Background: an optimization exercise with open tools, aiming at small area, a short achievable clock period and few clock cycles. Do not read the settings as production practice.
RTL that was checked went through simulation tests only; none was proved equivalent to the original.
Power figures rest on the tool's default switching activity, not on a simulated workload.

==> run G <==
## dec9
module dec9 (
    input  wire       clk,
    input  wire       rst,
    input  wire       req_valid,
    output wire       req_ready,
    input  wire [7:0] req_p,
    input  wire [7:0] req_s,
    input  wire       in_valid,
    output wire       in_ready,
    input  wire [7:0] in_data,
    output wire       out_valid,
    input  wire       out_ready,
    output wire [7:0] out_char,
    output wire       out_last,
    output wire [3:0] out_fault,
    output wire [1:0] out_status,
    output wire       out_sign,
    output wire [6:0] out_intg,
    output wire [6:0] out_frac,
    output wire [3:0] out_len
);
clock: 12.0 ns
lec_check: 0
cap_margin: 20
core_margin: 2
core_utilization: 65
slew_margin: 20
run.sh (not shown) runs the stock make flow with config.mk's settings and CLKGATE_MAP_FILE= SYNTH_SCRIPT=/design/flow/synth_recipe.tcl, a recipe that flattens the netlist after the stock synthesis.
==> inputs of run P, as changes to run G <==
--- a/flow/design.v
+++ b/flow/design.v
@@ -24,22 +24,22 @@
     localparam [3:0] F_BADPARAM    = 4'd3;
     localparam [3:0] F_EMPTYDIGITS = 4'd7;
     localparam [3:0] F_GROUPRANGE  = 4'd8;
     localparam [1:0] ST_OK        = 2'd0;
     localparam [1:0] ST_TRUNCATED = 2'd1;
     localparam [1:0] ST_OVERFLOW  = 2'd2;
     localparam [31:0] GMAX = 32'd999999999;
     localparam [3:0] DEPTH = 4'd8;
-    localparam P_IDLE = 0;
-    localparam P_S0   = 1;     
-    localparam P_S1   = 2;     
-    localparam P_S2   = 3;     
-    localparam P_S3   = 4;     
-    localparam P_READ = 5;     
+    localparam [2:0] P_IDLE = 3'd0;
+    localparam [2:0] P_S0   = 3'd1;     
+    localparam [2:0] P_S1   = 3'd2;     
+    localparam [2:0] P_S2   = 3'd3;     
+    localparam [2:0] P_S3   = 3'd5;     
+    localparam [2:0] P_READ = 3'd4;
     localparam [2:0] K_IP   = 3'd0;   
     localparam [2:0] K_IF   = 3'd1;   
     localparam [2:0] K_FF   = 3'd2;   
     localparam [2:0] K_FP   = 3'd3;   
     localparam [2:0] K_NONE = 3'd4;   
     localparam [1:0] NX_REC = 2'd0;   
     localparam [1:0] NX_GRP = 2'd1;   
     localparam [1:0] NX_DOT = 2'd2;   
@@ -102,17 +102,17 @@
     reg  [2:0]  wp;           
     reg  [2:0]  wp_c;         
     reg  [2:0]  rp;           
     reg  [3:0]  used;         
     reg  [3:0]  avail;        
     reg         rq_v;
     reg  [7:0]  p_r, s_r;
     assign req_ready = !rq_v;
-    reg  [5:0]  ps;
+    reg  [2:0]  pstate;
     reg         bad_r;
     reg         in_rdy;        
     reg         cap_first;     
     reg  [7:0]  p_left;        
     reg  [7:0]  skip_left;     
     reg         n_ip;
     reg  [3:0]  n_if;
     reg  [3:0]  n_ff;
@@ -168,18 +168,18 @@
                       (n_if != 4'd0) ? K_IF :
                       (n_ff != 4'd0) ? K_FF :
                       n_fp           ? K_FP : K_NONE;
     wire [2:0] fwidth = (kind == K_IP) ? dig2bytes(intg0x_r) :
                         (kind == K_FP) ? dig2bytes(frac0x_r) : 3'd4;
     wire       field_end = ({1'b0, fbyte} == fwidth - 3'd1);
     wire [31:0] bound = (kind == K_IP) ? pow10(intg0x_r + 4'd1) : pow10(4'd9);
     wire [1:0]  bj    = fwidth[1:0] - 2'd1 - fbyte;     
-    wire       adv_b  = b_v;                
-    wire       step   = adv_b || (ps[P_READ] && !primed);
+    wire       adv_b  = b_v && (pstate == P_READ);
+    wire       step   = adv_b || ((pstate == P_READ) && !primed);
     wire       fill       = d_w3 && x[7];
     wire       gt_in      = d_first ? fill : c_gt;
     wire       eq_in      = d_first ? (d_abz && !fill) : c_eq;
     wire       z_in       = d_first || c_z;
     wire       gt_out     = gt_in || (eq_in && (x > d_tb));
     wire       eq_out     = eq_in && (x == d_tb);
     wire       z_out      = z_in && (x == 8'd0);
     wire       fbad       = gt_out || eq_out;
@@ -189,27 +189,27 @@
     wire       b_push     = f_end && !fbad && !elide && (d_kind != K_FP[1:0]);
     wire       sc_push    = scaling && (sc_k == 4'd0) && (used != DEPTH);
     wire       push       = b_push || sc_push;
     wire       wr_slot    = f_end || sc_push;
     wire [5:0]  wr_top    = scaling ? fr[29:24] : fr[21:16];
     wire [35:0] wr_bcd    = dab(dab(dab({33'd0, wr_top[5:3]}, wr_top[2]), wr_top[1]), wr_top[0]);
     wire [30:0] wr_data   = {wr_bcd[6:0], scaling ? fr[23:0] : fval[23:0]};
     wire       take_byte  = in_valid && in_rdy;
-    wire       parse_done = ps[P_READ] && (p_left == 8'd0) && !b_v && !scaling;
+    wire       parse_done = (pstate == P_READ) && (p_left == 8'd0) && !b_v && !scaling;
     wire [3:0] fin_fault  = bad_r                  ? F_BADPARAM :
                             bn_r                   ? F_BADNUMBER :
                             (len_r == 4'd0)        ? F_EMPTYDIGITS :
                             range_err              ? F_GROUPRANGE : F_NONE;
     wire       finish     = parse_done && !q_v;
     wire       rollback   = finish && (fin_fault != F_NONE);
     wire       commit     = finish && (fin_fault == F_NONE);
     assign in_ready = in_rdy;
     reg         ov, ol, oc5, oc4;    
-    reg  [35:0] em;            
+    reg  [39:0] em;            
     reg  [3:0]  nleft;         
     reg  [3:0]  gleft;         
     reg  [1:0]  nx;
     reg  [3:0]  f_fault;
     reg  [1:0]  f_status;
     reg         f_sign;
     reg  [6:0]  f_intg;
     reg  [6:0]  f_frac;
@@ -225,17 +225,17 @@
     wire start_rec = adv && !unit_more && (nx == NX_REC) && q_v;
     wire em_take   = adv && !unit_more && c_done &&
                      ((nx == NX_GRP) || (start_rec && (q_fault == F_NONE) && !q_sign));
     wire c_start   = !c_full && (used != 4'd0) && !((avail == 4'd0) && finish);
     wire c_abort   = rollback && c_full && (c_cnt != 4'd1) && (avail == 4'd0);
     wire pop       = c_full && (c_cnt == 4'd2) && !c_abort;
     assign out_valid  = ov;
     assign out_last   = ol;
-    assign out_char   = {2'b00, oc5, oc4, em[35:32]};
+    assign out_char   = {2'b00, oc5, oc4, em[39:36]};
     assign out_fault  = f_fault;
     assign out_status = f_status;
     assign out_sign   = f_sign;
     assign out_intg   = f_intg;
     assign out_frac   = f_frac;
     assign out_len    = f_len;
     wire [3:0] used_inc = used + 4'd1;
     wire [3:0] used_dec = used - 4'd1;
@@ -268,73 +268,60 @@
                 rp <= rp + 3'd1;
             used <= used_n;
             if (commit)
                 avail <= used - (pop ? 4'd1 : 4'd0);
             else if (pop && avail != 4'd0)
                 avail <= avail - 4'd1;
         end
     end
-    wire rd_n     = ps[P_S3] || (ps[P_READ] && !finish);
-    wire pl_nz_n  = ps[P_S3] ? !bad_r :
+    wire rd_n     = (pstate == P_S3) || ((pstate == P_READ) && !finish);
+    wire pl_nz_n  = (pstate == P_S3) ? !bad_r :
                     take_byte ? (p_left != 8'd1) : (p_left != 8'd0);
     wire push_est = adv_b && d_fld && d_last && (d_kind != K_FP[1:0]);
     wire room_n   = ({1'b0, used} + {4'd0, push_est} + {4'd0, take_byte}) <= {1'b0, DEPTH - 4'd1};
-    wire drain    = ps[P_READ] && primed &&
+    wire drain    = (pstate == P_READ) && primed &&
                     (bn_r || ((kind == K_NONE) && (b_v || take_byte || !d_fld)));
     always @(posedge clk) begin
         if (rst) begin
-            ps      <= 6'd1 << P_IDLE;
+            pstate  <= P_IDLE;
             rq_v    <= 1'b0;
             in_rdy  <= 1'b0;
             b_v     <= 1'b0;
             scaling <= 1'b0;
             q_v     <= 1'b0;
         end else begin
             in_rdy <= rd_n && pl_nz_n && (room_n || drain);
             b_v    <= take_byte;
             if (req_valid && !rq_v)
                 rq_v <= 1'b1;
-            if (ps[P_S1])
+            if (pstate == P_S1)
                 rq_v <= 1'b0;
             if (start_rec)
                 q_v <= 1'b0;
             if (finish)
                 q_v <= 1'b1;
-            if (ps[P_IDLE] && rq_v) begin
-                ps[P_IDLE] <= 1'b0;
-                ps[P_S0]   <= 1'b1;
-            end
-            if (ps[P_S0]) begin
-                ps[P_S0] <= 1'b0;
-                ps[P_S1] <= 1'b1;
-            end
-            if (ps[P_S1]) begin
-                ps[P_S1] <= 1'b0;
-                ps[P_S2] <= 1'b1;
-            end
-            if (ps[P_S2]) begin
-                ps[P_S2] <= 1'b0;
-                ps[P_S3] <= 1'b1;
-            end
-            if (ps[P_S3]) begin
-                ps[P_S3]   <= 1'b0;
-                ps[P_READ] <= 1'b1;
-            end
-            if (scaling) begin
-                if (sc_k == 4'd0 && used != DEPTH)
-                    scaling <= 1'b0;
-            end else if (adv_b && d_fld && d_last && !bn_r && !fbad && d_kind == K_FP[1:0]) begin
-                scaling <= 1'b1;
-            end
-            if (finish) begin
-                ps[P_READ] <= 1'b0;
-                ps[P_S0]   <= rq_v;
-                ps[P_IDLE] <= !rq_v;
+            case (pstate)
+            P_IDLE: if (rq_v) pstate <= P_S0;
+            P_S0:   pstate <= P_S1;
+            P_S1:   pstate <= P_S2;
+            P_S2:   pstate <= P_S3;
+            P_S3:   pstate <= P_READ;
+            P_READ: begin
+                if (scaling) begin
+                    if (sc_k == 4'd0 && used != DEPTH)
+                        scaling <= 1'b0;
+                end else if (adv_b && d_fld && d_last && !bn_r && !fbad && d_kind == K_FP[1:0]) begin
+                    scaling <= 1'b1;
+                end
+                if (finish)
+                    pstate <= rq_v ? P_S0 : P_IDLE;
             end
+            default: pstate <= P_IDLE;
+            endcase
         end
     end
     always @(posedge clk) begin
         if (req_valid && !rq_v) begin
             p_r <= req_p;
             s_r <= req_s;
         end
         if (take_byte) begin
@@ -364,39 +351,40 @@
                         K_FF: n_ff <= n_ff - 4'd1;
                         default: n_fp <= 1'b0;
                     endcase
                 end else begin
                     fbyte <= fbyte + 2'd1;
                 end
             end
         end
-        if (ps[P_S0]) begin
+        case (pstate)
+        P_S0: begin
             bad_r <= (p_r == 8'd0) || (s_r > p_r);
             p_r   <= p_r - s_r;
         end
-        if (ps[P_S1]) begin
+        P_S1: begin
             skip_left <= {3'd0, div9(p_r)};
             p_left    <= {3'd0, div9(s_r)};
             intg0x_r  <= mod9(p_r);
             frac0x_r  <= mod9(s_r);
             intg_r    <= p_r[6:0];
             frac_r    <= s_r[6:0];
             bn_r      <= 1'b0;
             len_r     <= 4'd0;
             range_err <= 1'b0;
             cap_first <= 1'b1;
             primed    <= 1'b0;
             fbyte     <= 2'd0;
             fr        <= 32'd0;
         end
-        if (ps[P_S2]) begin
+        P_S2: begin
             fr <= {11'd0, trunc_ff, truncate, overflow, ovf_skip, lsize};
         end
-        if (ps[P_S3]) begin
+        P_S3: begin
             fr <= 32'd0;
             if (bad_r) begin
                 p_left    <= 8'd0;
                 skip_left <= 8'd0;
                 n_ip      <= 1'b0;
                 n_if      <= 4'd0;
                 n_ff      <= 4'd0;
                 n_fp      <= 1'b0;
@@ -427,17 +415,17 @@
                     n_ip      <= (intg0x_r != 4'd0);
                     n_if      <= intg0[3:0];
                     n_ff      <= frac0[3:0];
                     n_fp      <= (frac0x_r != 4'd0);
                     status_r  <= ST_OK;
                 end
             end
         end
-        if (ps[P_READ]) begin
+        P_READ: begin
             if (scaling) begin
                 if (sc_k != 4'd0) begin
                     fr   <= {fr[28:0], 3'b000} + {fr[30:0], 1'b0};
                     sc_k <= sc_k - 4'd1;
                 end else if (used != DEPTH) begin
                     len_r <= len_r + 4'd1;
                     if (fr > GMAX)
                         range_err <= 1'b1;
@@ -460,16 +448,18 @@
                             len_r <= len_r + 4'd1;
                         end
                     end
                 end else begin
                     fr <= fval;
                 end
             end
         end
+        default: ;
+        endcase
         if (finish) begin
             q_fault  <= fin_fault;
             q_status <= status_r;
             q_sign   <= sign_r;
             q_intg   <= intg_r;
             q_frac   <= frac_r;
             q_len    <= len_r;
         end
@@ -570,52 +560,52 @@
                 end
                 endcase
             end
         end
     end
     always @(posedge clk) begin
         if (adv) begin
             if (unit_more) begin
-                em  <= {em[31:0], em[3:0]};
+                em  <= {em[35:0], 4'd0};
                 oc4 <= 1'b1;
             end else begin
                 case (nx)
                 NX_GRP: begin
                     if (c_done) begin
-                        em    <= c3;
+                        em    <= {c3, 4'd0};
                         oc5   <= 1'b1;
                         oc4   <= 1'b1;
                         gleft <= gleft - 4'd1;
                     end
                 end
                 NX_DOT: begin
-                    em[35:32] <= 4'hE;
+                    em[39:36] <= 4'hE;
                     oc5 <= 1'b1;
                     oc4 <= 1'b0;
                 end
                 default: begin
                     if (q_v) begin
                         f_fault  <= q_fault;
                         f_status <= q_status;
                         f_sign   <= q_sign;
                         f_intg   <= q_intg;
                         f_frac   <= q_frac;
                         f_len    <= q_len;
                         if (q_fault != F_NONE) begin
-                            em[35:32] <= 4'h0;
+                            em[39:36] <= 4'h0;
                             oc5 <= 1'b0;
                             oc4 <= 1'b0;
                         end else if (q_sign) begin
-                            em[35:32] <= 4'hD;
+                            em[39:36] <= 4'hD;
                             oc5   <= 1'b1;
                             oc4   <= 1'b0;
                             gleft <= q_len;
                         end else if (c_done) begin
-                            em    <= c3;
+                            em    <= {c3, 4'd0};
                             oc5   <= 1'b1;
                             oc4   <= 1'b1;
                             gleft <= q_len - 4'd1;
                         end else begin
                             gleft <= q_len;
                         end
                     end
                 end
==> inputs of run A, as changes to run G <==
--- a/flow/design.v
+++ b/flow/design.v
@@ -30,16 +30,17 @@
     localparam [31:0] GMAX = 32'd999999999;
     localparam [3:0] DEPTH = 4'd8;
     localparam P_IDLE = 0;
     localparam P_S0   = 1;     
     localparam P_S1   = 2;     
     localparam P_S2   = 3;     
     localparam P_S3   = 4;     
     localparam P_READ = 5;     
+    localparam P_S1B  = 6;     
     localparam [2:0] K_IP   = 3'd0;   
     localparam [2:0] K_IF   = 3'd1;   
     localparam [2:0] K_FF   = 3'd2;   
     localparam [2:0] K_FP   = 3'd3;   
     localparam [2:0] K_NONE = 3'd4;   
     localparam [1:0] NX_REC = 2'd0;   
     localparam [1:0] NX_GRP = 2'd1;   
     localparam [1:0] NX_DOT = 2'd2;   
@@ -71,48 +72,112 @@
     endfunction
     function [4:0] div9(input [7:0] v);
         reg [13:0] m;
         begin
             m = {6'd0, v} * 14'd57;        
             div9 = m[13:9];
         end
     endfunction
-    function [3:0] mod9(input [7:0] v);
-        reg [4:0] t;                       
+    function [6:0] bcd6(input [5:0] v);
+        case (v)
+            6'd0: bcd6 = 7'h00;
+            6'd1: bcd6 = 7'h01;
+            6'd2: bcd6 = 7'h02;
+            6'd3: bcd6 = 7'h03;
+            6'd4: bcd6 = 7'h04;
+            6'd5: bcd6 = 7'h05;
+            6'd6: bcd6 = 7'h06;
+            6'd7: bcd6 = 7'h07;
+            6'd8: bcd6 = 7'h08;
+            6'd9: bcd6 = 7'h09;
+            6'd10: bcd6 = 7'h10;
+            6'd11: bcd6 = 7'h11;
+            6'd12: bcd6 = 7'h12;
+            6'd13: bcd6 = 7'h13;
+            6'd14: bcd6 = 7'h14;
+            6'd15: bcd6 = 7'h15;
+            6'd16: bcd6 = 7'h16;
+            6'd17: bcd6 = 7'h17;
+            6'd18: bcd6 = 7'h18;
+            6'd19: bcd6 = 7'h19;
+            6'd20: bcd6 = 7'h20;
+            6'd21: bcd6 = 7'h21;
+            6'd22: bcd6 = 7'h22;
+            6'd23: bcd6 = 7'h23;
+            6'd24: bcd6 = 7'h24;
+            6'd25: bcd6 = 7'h25;
+            6'd26: bcd6 = 7'h26;
+            6'd27: bcd6 = 7'h27;
+            6'd28: bcd6 = 7'h28;
+            6'd29: bcd6 = 7'h29;
+            6'd30: bcd6 = 7'h30;
+            6'd31: bcd6 = 7'h31;
+            6'd32: bcd6 = 7'h32;
+            6'd33: bcd6 = 7'h33;
+            6'd34: bcd6 = 7'h34;
+            6'd35: bcd6 = 7'h35;
+            6'd36: bcd6 = 7'h36;
+            6'd37: bcd6 = 7'h37;
+            6'd38: bcd6 = 7'h38;
+            6'd39: bcd6 = 7'h39;
+            6'd40: bcd6 = 7'h40;
+            6'd41: bcd6 = 7'h41;
+            6'd42: bcd6 = 7'h42;
+            6'd43: bcd6 = 7'h43;
+            6'd44: bcd6 = 7'h44;
+            6'd45: bcd6 = 7'h45;
+            6'd46: bcd6 = 7'h46;
+            6'd47: bcd6 = 7'h47;
+            6'd48: bcd6 = 7'h48;
+            6'd49: bcd6 = 7'h49;
+            6'd50: bcd6 = 7'h50;
+            6'd51: bcd6 = 7'h51;
+            6'd52: bcd6 = 7'h52;
+            6'd53: bcd6 = 7'h53;
+            6'd54: bcd6 = 7'h54;
+            6'd55: bcd6 = 7'h55;
+            6'd56: bcd6 = 7'h56;
+            6'd57: bcd6 = 7'h57;
+            6'd58: bcd6 = 7'h58;
+            6'd59: bcd6 = 7'h59;
+            6'd60: bcd6 = 7'h60;
+            6'd61: bcd6 = 7'h61;
+            6'd62: bcd6 = 7'h62;
+            6'd63: bcd6 = 7'h63;
+            default: bcd6 = 7'h00;
+        endcase
+    endfunction
+    function [3:0] adj3(input [3:0] d);
         begin
-            t = {3'd0, v[7:6]} + {2'd0, v[2:0]} + (5'd9 - {2'd0, v[5:3]});
-            if (t >= 5'd18)
-                t = t - 5'd18;
-            else if (t >= 5'd9)
-                t = t - 5'd9;
-            mod9 = t[3:0];
+            adj3[3] = d[3] | (d[2] & d[0]) | (d[2] & d[1]);
+            adj3[2] = (d[2] & ~d[1] & ~d[0]) | (d[3] & d[0]);
+            adj3[1] = (d[1] & ~d[2]) | (d[1] & d[0]) | (d[3] & ~d[0]);
+            adj3[0] = (~d[3] & ~d[2] & d[0]) | (d[2] & d[1] & ~d[0]) | (d[3] & ~d[0]);
         end
     endfunction
     function [35:0] dab(input [35:0] b, input bit_in);
         integer i;
         reg [35:0] t;
         begin
-            t = b;
             for (i = 0; i < 9; i = i + 1)
-                if (b[4*i +: 4] >= 4'd5)
-                    t[4*i +: 4] = b[4*i +: 4] + 4'd3;
+                t[4*i +: 4] = adj3(b[4*i +: 4]);
             dab = {t[34:0], bit_in};
         end
     endfunction
-    reg  [30:0] mem [0:7];
+    reg  [29:0] mem [0:7];
     reg  [2:0]  wp;           
     reg  [2:0]  wp_c;         
     reg  [2:0]  rp;           
     reg  [3:0]  used;         
     reg  [3:0]  avail;        
     reg         rq_v;
     reg  [7:0]  p_r, s_r;
     assign req_ready = !rq_v;
-    reg  [5:0]  ps;
+    reg  [6:0]  ps;
     reg         bad_r;
     reg         in_rdy;        
     reg         cap_first;     
     reg  [7:0]  p_left;        
     reg  [7:0]  skip_left;     
     reg         n_ip;
     reg  [3:0]  n_if;
     reg  [3:0]  n_ff;
@@ -144,27 +209,29 @@
     reg         range_err;
     reg         q_v;
     reg  [3:0]  q_fault;
     reg  [1:0]  q_status;
     reg         q_sign;
     reg  [6:0]  q_intg;
     reg  [6:0]  q_frac;
     reg  [3:0]  q_len;
+    wire [7:0]  i0x_w = p_r - {skip_left[4:0], 3'b000} - {3'd0, skip_left[4:0]};
+    wire [7:0]  f0x_w = s_r - {p_left[4:0], 3'b000} - {3'd0, p_left[4:0]};
     wire [4:0]  intg0 = skip_left[4:0];
     wire [4:0]  frac0 = p_left[4:0];
     wire [5:0]  intg1 = {1'b0, intg0} + (intg0x_r != 4'd0 ? 6'd1 : 6'd0);
     wire [5:0]  frac1 = {1'b0, frac0} + (frac0x_r != 4'd0 ? 6'd1 : 6'd0);
-    wire [7:0]  lsize = {1'b0, intg0, 2'b00} + {5'd0, dig2bytes(intg0x_r)}
-                      + {1'b0, frac0, 2'b00} + {5'd0, dig2bytes(frac0x_r)};
+    wire [7:0]  ls_grp = {1'b0, intg0 + frac0, 2'b00};
+    wire [3:0]  ls_lft = {1'b0, dig2bytes(intg0x_r)} + {1'b0, dig2bytes(frac0x_r)};
     wire        overflow = intg1 > 6'd9;
     wire        truncate = !overflow && (intg1 + frac1 > 6'd9);
     wire [7:0]  ovf_skip = {5'd0, dig2bytes(intg0x_r)} + {1'b0, intg0 - 5'd9, 2'b00};
     wire [3:0]  trunc_ff = 4'd9 - intg1[3:0];
-    wire [7:0]  pl_lsize = fr[7:0];
+    wire [7:0]  pl_lsize = fr[7:0] + {4'd0, fr[25:22]};
     wire [7:0]  pl_skip  = fr[15:8];
     wire        pl_ovf   = fr[16];
     wire        pl_trunc = fr[17];
     wire [3:0]  pl_tff   = fr[21:18];
     wire [2:0] kind = n_ip           ? K_IP :
                       (n_if != 4'd0) ? K_IF :
                       (n_ff != 4'd0) ? K_FF :
                       n_fp           ? K_FP : K_NONE;
@@ -185,19 +252,17 @@
     wire       fbad       = gt_out || eq_out;
     wire       elide      = (len_r == 4'd0) && z_out && ((d_kind == K_IP[1:0]) || (d_kind == K_IF[1:0]));
     wire [31:0] fval      = {fr[23:0], x};
     wire       f_end      = adv_b && d_fld && d_last && !bn_r;
     wire       b_push     = f_end && !fbad && !elide && (d_kind != K_FP[1:0]);
     wire       sc_push    = scaling && (sc_k == 4'd0) && (used != DEPTH);
     wire       push       = b_push || sc_push;
     wire       wr_slot    = f_end || sc_push;
-    wire [5:0]  wr_top    = scaling ? fr[29:24] : fr[21:16];
-    wire [35:0] wr_bcd    = dab(dab(dab({33'd0, wr_top[5:3]}, wr_top[2]), wr_top[1]), wr_top[0]);
-    wire [30:0] wr_data   = {wr_bcd[6:0], scaling ? fr[23:0] : fval[23:0]};
+    wire [29:0] wr_data   = scaling ? fr[29:0] : fval[29:0];
     wire       take_byte  = in_valid && in_rdy;
     wire       parse_done = ps[P_READ] && (p_left == 8'd0) && !b_v && !scaling;
     wire [3:0] fin_fault  = bad_r                  ? F_BADPARAM :
                             bn_r                   ? F_BADNUMBER :
                             (len_r == 4'd0)        ? F_EMPTYDIGITS :
                             range_err              ? F_GROUPRANGE : F_NONE;
     wire       finish     = parse_done && !q_v;
     wire       rollback   = finish && (fin_fault != F_NONE);
@@ -277,44 +342,48 @@
     wire pl_nz_n  = ps[P_S3] ? !bad_r :
                     take_byte ? (p_left != 8'd1) : (p_left != 8'd0);
     wire push_est = adv_b && d_fld && d_last && (d_kind != K_FP[1:0]);
     wire room_n   = ({1'b0, used} + {4'd0, push_est} + {4'd0, take_byte}) <= {1'b0, DEPTH - 4'd1};
     wire drain    = ps[P_READ] && primed &&
                     (bn_r || ((kind == K_NONE) && (b_v || take_byte || !d_fld)));
     always @(posedge clk) begin
         if (rst) begin
-            ps      <= 6'd1 << P_IDLE;
+            ps      <= 7'd1 << P_IDLE;
             rq_v    <= 1'b0;
             in_rdy  <= 1'b0;
             b_v     <= 1'b0;
             scaling <= 1'b0;
             q_v     <= 1'b0;
         end else begin
             in_rdy <= rd_n && pl_nz_n && (room_n || drain);
             b_v    <= take_byte;
             if (req_valid && !rq_v)
                 rq_v <= 1'b1;
-            if (ps[P_S1])
+            if (ps[P_S1B])
                 rq_v <= 1'b0;
             if (start_rec)
                 q_v <= 1'b0;
             if (finish)
                 q_v <= 1'b1;
             if (ps[P_IDLE] && rq_v) begin
                 ps[P_IDLE] <= 1'b0;
                 ps[P_S0]   <= 1'b1;
             end
             if (ps[P_S0]) begin
                 ps[P_S0] <= 1'b0;
                 ps[P_S1] <= 1'b1;
             end
             if (ps[P_S1]) begin
-                ps[P_S1] <= 1'b0;
-                ps[P_S2] <= 1'b1;
+                ps[P_S1]  <= 1'b0;
+                ps[P_S1B] <= 1'b1;
+            end
+            if (ps[P_S1B]) begin
+                ps[P_S1B] <= 1'b0;
+                ps[P_S2]  <= 1'b1;
             end
             if (ps[P_S2]) begin
                 ps[P_S2] <= 1'b0;
                 ps[P_S3] <= 1'b1;
             end
             if (ps[P_S3]) begin
                 ps[P_S3]   <= 1'b0;
                 ps[P_READ] <= 1'b1;
@@ -371,30 +440,32 @@
         end
         if (ps[P_S0]) begin
             bad_r <= (p_r == 8'd0) || (s_r > p_r);
             p_r   <= p_r - s_r;
         end
         if (ps[P_S1]) begin
             skip_left <= {3'd0, div9(p_r)};
             p_left    <= {3'd0, div9(s_r)};
-            intg0x_r  <= mod9(p_r);
-            frac0x_r  <= mod9(s_r);
             intg_r    <= p_r[6:0];
             frac_r    <= s_r[6:0];
             bn_r      <= 1'b0;
             len_r     <= 4'd0;
             range_err <= 1'b0;
             cap_first <= 1'b1;
             primed    <= 1'b0;
             fbyte     <= 2'd0;
             fr        <= 32'd0;
         end
+        if (ps[P_S1B]) begin
+            intg0x_r <= i0x_w[3:0];
+            frac0x_r <= f0x_w[3:0];
+        end
         if (ps[P_S2]) begin
-            fr <= {11'd0, trunc_ff, truncate, overflow, ovf_skip, lsize};
+            fr <= {6'd0, ls_lft, trunc_ff, truncate, overflow, ovf_skip, ls_grp};
         end
         if (ps[P_S3]) begin
             fr <= 32'd0;
             if (bad_r) begin
                 p_left    <= 8'd0;
                 skip_left <= 8'd0;
                 n_ip      <= 1'b0;
                 n_if      <= 4'd0;
@@ -469,18 +540,18 @@
             q_fault  <= fin_fault;
             q_status <= status_r;
             q_sign   <= sign_r;
             q_intg   <= intg_r;
             q_frac   <= frac_r;
             q_len    <= len_r;
         end
     end
-    wire [30:0] rd = mem[rp];
-    wire [35:0] c0 = {29'd0, rd[30:24]};
+    wire [29:0] rd = mem[rp];
+    wire [35:0] c0 = {29'd0, bcd6(rd[29:24])};
     wire [35:0] c3 = dab(dab(dab(cbcd, c_nb[2]), c_nb[1]), c_nb[0]);
     reg  [2:0]  nb_next;
     always @(*) begin
         case (c_cnt[2:0])
             3'd0:    nb_next = rd[20:18];       
             3'd7:    nb_next = rd[17:15];
             3'd6:    nb_next = rd[14:12];
             3'd5:    nb_next = rd[11:9];
==> flow/flow/run.sh (new file) <==
#!/bin/bash
# The standard layout (the standard.sh: ORFS synthesis to finish), with
# the port buffers made of buf_2 cells in place of the default pick, and
# ORFS's timing repair aiming past the clock period (slack margin).
set -euo pipefail
export BUFFER_PORTS_ARGS="-buffer_cell sky130_fd_sc_hd__buf_2"
export SETUP_SLACK_MARGIN=8.4
bash standard.sh > standard.log 2>&1
==> flow/standard.sh (new file) <==
#!/bin/bash
# synth_recipe.tcl (not shown) runs the flow's synth.tcl, then flattens the netlist and writes it again
# the make line also repeats each setting of config.mk as NAME=value (left out here)
make -C /OpenROAD-flow-scripts/flow DESIGN_CONFIG=/design/flow/config.mk WORK_HOME=/design/flow/orfs CLKGATE_MAP_FILE= SYNTH_SCRIPT=/design/flow/synth_recipe.tcl "${@:-finish}"
removed: flow/run.sh
==> comparison table <==
| item | run P | run A | run G |
|---|---|---|---|
| Initial Util | 65.7% | 66.1% | 65.9% |
| Result of the run | timing/DRC/antenna clean | timing/DRC/antenna clean | timing/DRC/antenna clean |
| Iteration count of the initial detailed-routing pass | 7 | 7 | 6 |
| Layout multi-input combinational cell count | 1,962 | 2,224 | 2,047 |
| Total via count in the routed design | 22,550 | 25,385 | 23,769 |
| Finished Cell Area | 36,200 µm² | 36,400 µm² | 36,300 µm² |
| Clock buf/inv share | 5.42% | 5.32% | 5.33% |
| Met2 wire len | 38.5 mm | 41.3 mm | 41.5 mm |
| Number of clock buffers in the layout | 69 | 66 | 74 |
| Area used by multi-input combinational logic | 15,600 µm² | 16,800 µm² | 16,300 µm² |
| Number of DRC markers in iteration 0 | 2,086 | 2,388 | 1,934 |
| Required time at the endpoint of the critical path | 12.51 ns | 9.60 ns | 12.28 ns |
| Met2 routing resource usage after global routing | 51.6% | 52.8% | 55.1% |
| Sort of element at the end of the critical path | flip-flop | primary output | flip-flop |
| Maximum number of pins on one net before global-route repair | 50 | 59 | 48 |
| Fill count | 3,517 | 3,585 | 3,448 |
| Post-detailed-route wirelength per cell | 22.1 µm | 22.1 µm | 23.3 µm |
| Part of the total power dissipated in the clock network | 23.0% | 29.1% | 29.7% |
| Post-layout instance count excluding filler cells | 3,578 | 3,843 | 3,684 |
| Top Metal Used | met4 | met5 | met4 |
Testbench counts of run G, summed over its fixed seeds: cycles 91,038.
Testbench counts of run A, summed over its fixed seeds: cycles 91,325.
Only the layout flow was run in run P; the RTL was not checked for function there.

## re-timing with driven ports
The results above use ideal ports. As a check the final layouts listed here were re-extracted and re-timed, cells and wires unchanged.
Step 1 assumes that a clkbuf_16 drives the clock port and a buf_2 every other input.
Step 2 times the ports against the registers' clock, not the clock port: input delays grow and output delays shrink by t, the midpoint of the rising clock arrivals with the driver on.
a / b / c = ideal / step 1 / step 2; a / b = the first two.
run | t, ns | setup slack, ns | worst hold slack (ns) | clock arrival spread, ns
run G | 0.696 | 7.487 / 7.487 / 7.487 | 0.415 / 0.415 / 0.415 | 0.041 / 0.041
run P | 0.690 | 7.351 / 7.351 / 6.942 | 0.418 / 0.418 / 0.418 | 0.030 / 0.029
run A | 0.680 | 8.418 / 8.356 / 7.910 | 0.417 / 0.417 / 0.417 | 0.025 / 0.025
After both steps setup and hold are still met in every run listed. The setup slack of run A, which loses most, moves by -0.062 ns with the drivers and by -0.508 ns with both steps.
